Source: an optimization exercise on an open RTL-to-GDS flow (aim: small area, a short achievable clock period and few clock cycles per item). Production flows keep margins and buffers that such runs may drop. The RTL was checked by simulation tests, not by an equivalence proof against the original design. Power is estimated from default activity; no workload was simulated.

## v6
// sio_core
module sio_core (
    input  wire        clk,
    input  wire        rst,
    input  wire        req_valid,
    output wire        req_ready,
    input  wire        req_evt,
    input  wire [63:0] req_data,
    input  wire        din_valid,
    output wire        din_ready,
    input  wire [7:0]  din,
    output wire        dout_valid,
    output wire [7:0]  dout,
    output wire        rsp_valid,
    output wire [31:0] rsp,
    output wire        adp_valid,
    output wire [15:0] adp,
    output wire        mat_req,
    output wire [7:0]  mat_len,
    input  wire [7:0]  mat_addr,
    output wire [7:0]  mat_data,
    input  wire        mat_ack,
    input  wire [31:0] mat_res
);
Settings: LEC_CHECK=0, ABC_AREA=1, CAP_MARGIN=20, CORE_MARGIN=2, CORE_UTILIZATION=60, CTS_CLUSTER_DIAMETER=100, CTS_CLUSTER_SIZE=24, SETUP_SLACK_MARGIN=5, SLEW_MARGIN=20; clock period 10.0 ns.
standard.sh (not shown) runs the stock make flow with config.mk's settings and CLKGATE_MAP_FILE= SYNTH_SCRIPT=/design/flow/synth_recipe.tcl, a recipe that flattens the netlist after the stock synthesis.
==> flow/flow/run.sh <==
#!/bin/bash
# Own layout flow: the standard layout (standard.sh, unchanged synthesis,
# floorplan, power grid, placement, CTS and routing), except that the port
# buffers that global placement inserts on every input and output are
# sky130_fd_sc_hd__buf_2 cells instead of the buffer OpenROAD picks by itself
# (a slow clkdlybuf4s50 delay cell). Every port still gets its buffer.
set -euo pipefail
export BUFFER_PORTS_ARGS="-buffer_cell sky130_fd_sc_hd__buf_2"
bash standard.sh > standard_flow.log 2>&1
v6 completed end to end with timing, DRC and antenna clean.
Testbench counts of v6, summed over its fixed seeds: cycles 5,525, txns 3,200.
Changes in v51 relative to v6:
Settings: SETUP_SLACK_MARGIN changed from 5 to 4.
--- outcome ---
All of v6 and v51 finish clean.
Delta (v51 minus v6): number of non-filler instances in the completed layout decreased 68; register-to-register slack decreased 0.18 ns; clock skew increased 0.013 ns.
Sequential group share of total power: v51 higher than v6
Compared with v6, v51 shows a lower sum of internal, switching and leakage power.
Per the comparison of v51 with v6, worst setup slack moved down, final antenna diode count moved down, global-route usage moved down.
Diff v6 -> v51: initial antenna violation count shows a reduction of 4; total stage count of the critical path went down; design area down about 5%.
Edits applied to the flow inputs when going from v51 to v42:
Settings: TNS_END_PERCENT newly set to 20; PLACE_DENSITY newly set to 0.7; ABC_CLOCK_PERIOD_IN_PS newly set to 6000; ABC_AREA removed (was 1).
==> comparison <==
v51 vs v42, most common cell after layout, fill and taps aside: nor2_1 vs edfxtp_1
dout[0] as the critical path capture point was reported by v51, and dout[3] by v42.
v51 → v42: post-CTS clock slew at the launch and capture registers of the worst setup and hold paths decreased 0.02 ns; fraction of the cycle the final worst path needs increased 2.7 points.
Higher met2 global-route usage among v51 and v42: v51
On cell area: v42 sits above v51.
A top power consumer group of sequential cells is what v42 shows, while combinational cells belongs to v51.
Relative to v42, the following input files were edited for v25:
Settings: removing ABC_CLOCK_PERIOD_IN_PS (formerly 6000); removing CTS_CLUSTER_DIAMETER (formerly 100); setting ABC_AREA to 1 for the first time; removing CTS_CLUSTER_SIZE (formerly 24); removing TNS_END_PERCENT (formerly 20); removing PLACE_DENSITY (formerly 0.7).
==> flow/run.sh (new file) <==
#!/bin/bash
# synth_recipe.tcl (not shown) runs the flow's synth.tcl, then flattens the netlist and writes it again
# the make line also repeats each setting of config.mk as NAME=value (left out here)
make -C /OpenROAD-flow-scripts/flow DESIGN_CONFIG=/design/flow/config.mk WORK_HOME=/design/flow/orfs CLKGATE_MAP_FILE= SYNTH_SCRIPT=/design/flow/synth_recipe.tcl finish
removed: flow/flow/run.sh
removed: flow/standard.sh
## What came out
Count of inserted antenna diode cells sits lower in v25 than in v42. Comparing v25 and v42, the higher cell count after placement is on v25. Compared with v42, v25 ends up with more cell area. The run showing the greater overall global routing resource usage is v25. In the tables for v25 and v42, combinational power reads lower with v42. Instance area at placement delta for v25 relative to v42: 0.0012 mm² higher. v42 reports its largest family of logic cells by synthesized area as multiplexers while v25 reports simple AND/OR/NAND/NOR gates.

* * *

sio_core again, from the RTL that the note above started with.
clock: 10.0 ns
lec_check: 0
abc_area: 1
cap_margin: 20
core_margin: 2
core_utilization: 65
cts_cluster_diameter: 100
cts_cluster_size: 24
setup_slack_margin: 4
slew_margin: 20
==> flow/flow/run.sh <==
#!/bin/bash
# Own layout flow: the standard layout (standard.sh, unchanged synthesis,
# floorplan, power grid, placement, CTS and routing), except that the port
# buffers that global placement inserts on every input and output are
# sky130_fd_sc_hd__buf_2 cells instead of the buffer OpenROAD picks by itself
# (a slow clkdlybuf4s50 delay cell). Every port still gets its buffer.
set -euo pipefail
export BUFFER_PORTS_ARGS="-buffer_cell sky130_fd_sc_hd__buf_2"
bash standard.sh > standard_flow.log 2>&1
Testbench counts at the start, summed over its fixed seeds: cycles 5,525, txns 3,200.
==> next run, changes <==
==> flow/run.sh (new file) <==
#!/bin/bash
# synth_recipe.tcl (not shown) runs the flow's synth.tcl, then flattens the netlist and writes it again
# the make line also repeats each setting of config.mk as NAME=value (left out here)
make -C /OpenROAD-flow-scripts/flow DESIGN_CONFIG=/design/flow/config.mk WORK_HOME=/design/flow/orfs CLKGATE_MAP_FILE= SYNTH_SCRIPT=/design/flow/synth_recipe.tcl finish
--- a/flow/config.mk
+++ b/flow/config.mk
@@ -8 +8 @@
-export ABC_AREA = 1
+export ABC_CLOCK_PERIOD_IN_PS = 6000
@@ -11,3 +11 @@
-export CORE_UTILIZATION = 65
-export CTS_CLUSTER_DIAMETER = 100
-export CTS_CLUSTER_SIZE = 24
+export CORE_UTILIZATION = 60
removed: flow/flow/run.sh
removed: flow/standard.sh
Clock power is higher by 72%; sequential cell count is unchanged; final area came out higher by 9.3%; routed wire length came out lower by 7.1%; synthesized cell count went down by 32%; hold slack improves by 0.062 ns; synthesized area came out lower by 1.5%; clock skew is higher by 0.0044 ns; power goes down by 7.3%.
==> next run, changes <==
==> flow/flow/run.sh (new file) <==
#!/bin/bash
# Own layout flow: the standard layout (standard.sh, unchanged synthesis,
# floorplan, power grid, placement, CTS and routing), except that the port
# buffers that global placement inserts on every input and output are
# sky130_fd_sc_hd__buf_2 cells instead of the buffer OpenROAD picks by itself
# (a slow clkdlybuf4s50 delay cell). Every port still gets its buffer.
set -euo pipefail
export BUFFER_PORTS_ARGS="-buffer_cell sky130_fd_sc_hd__buf_2"
bash standard.sh > standard_flow.log 2>&1
==> flow/standard.sh (new file) <==
#!/bin/bash
# synth_recipe.tcl (not shown) runs the flow's synth.tcl, then flattens the netlist and writes it again
# the make line also repeats each setting of config.mk as NAME=value (left out here)
make -C /OpenROAD-flow-scripts/flow DESIGN_CONFIG=/design/flow/config.mk WORK_HOME=/design/flow/orfs CLKGATE_MAP_FILE= SYNTH_SCRIPT=/design/flow/synth_recipe.tcl "${@:-finish}"
--- a/flow/config.mk
+++ b/flow/config.mk
@@ -8 +8 @@
-export ABC_CLOCK_PERIOD_IN_PS = 6000
+export ABC_AREA = 1
@@ -12 +12,3 @@
-export SETUP_SLACK_MARGIN = 4
+export CTS_CLUSTER_DIAMETER = 100
+export CTS_CLUSTER_SIZE = 24
+export SETUP_SLACK_MARGIN = 3.5
removed: flow/run.sh
The changed run completed with no timing, DRC or antenna violations.
Hold slack got worse by 0.051 ns.
Routed wire length came out higher by a little under a tenth.
Sequential power came out higher by a few percent.
Power came out higher by roughly a tenth.
Area after synthesis came out higher slightly.
Combinational power came out higher by well over a third.
==> next run, changes <==
--- a/flow/config.mk
+++ b/flow/config.mk
@@ -8 +8 @@
-export ABC_AREA = 1
+export ABC_CLOCK_PERIOD_IN_PS = 6000
@@ -14 +14 @@
-export SETUP_SLACK_MARGIN = 3.5
+export SETUP_SLACK_MARGIN = 4
What happened:
- die area fell by 1.5%
- cell area came out higher by 1.2%
- total power came out lower by 23%
- worst setup slack loses 0.14 ns
- count of clock-buffer cells in the layout is higher by 3
- synthesized cell count fell by 32%

==> afterwards: timing with drivers on the ports <==
No port has a modelled driver above. Below, the same layouts with a new extraction and two added sets of constraints. Step 1 (the two cells are an assumption about what drives the block):
set clk [get_ports {clk}]
set_driving_cell -lib_cell sky130_fd_sc_hd__clkbuf_16 $clk
set_driving_cell -lib_cell sky130_fd_sc_hd__buf_2 [delete_from_list [all_inputs] $clk]
Step 2, shift: input delay + t, output delay - t, t = (earliest + latest rising clock arrival at the registers) / 2. This alone moves slack from input paths to output paths. Three values: ideal, step 1, step 2; two values: the first two.
| run | shift t [ns] | setup slack, ns | hold WS [ns] | worst slew at a driven data input, ns |
|---|---|---|---|---|
| v6 | 0.697 | 3.366 / 3.335 / 3.335 | 0.464 / 0.464 / 0.464 | 0.07 |
| v51 | 0.691 | 3.265 / 3.234 / 3.234 | 0.458 / 0.458 / 0.458 | 0.06 |
| v42 | 0.690 | 3.000 / 2.965 / 2.965 | 0.511 / 0.511 / 0.511 | 0.07 |
| v25 | 0.706 | 3.339 / 3.303 / 3.307 | 0.451 / 0.451 / 0.451 | 0.05 |
| the first run of note 2 | 0.686 | 3.268 / 3.248 / 3.248 | 0.449 / 0.449 / 0.449 | 0.06 |
| the second run of note 2 | 0.712 | 3.050 / 3.018 / 3.018 | 0.511 / 0.511 / 0.511 | 0.07 |
| the third run of note 2 | 0.689 | 3.340 / 3.306 / 3.275 | 0.460 / 0.460 / 0.460 | 0.05 |
| the fourth run of note 2 | 0.682 | 3.201 / 3.167 / 3.167 | 0.511 / 0.511 / 0.511 | 0.10 |
After both steps setup and hold are still met in every run listed. For the third run of note 2, which loses most, drivers alone change the setup slack by -0.034 ns; drivers and shift together by -0.065 ns.
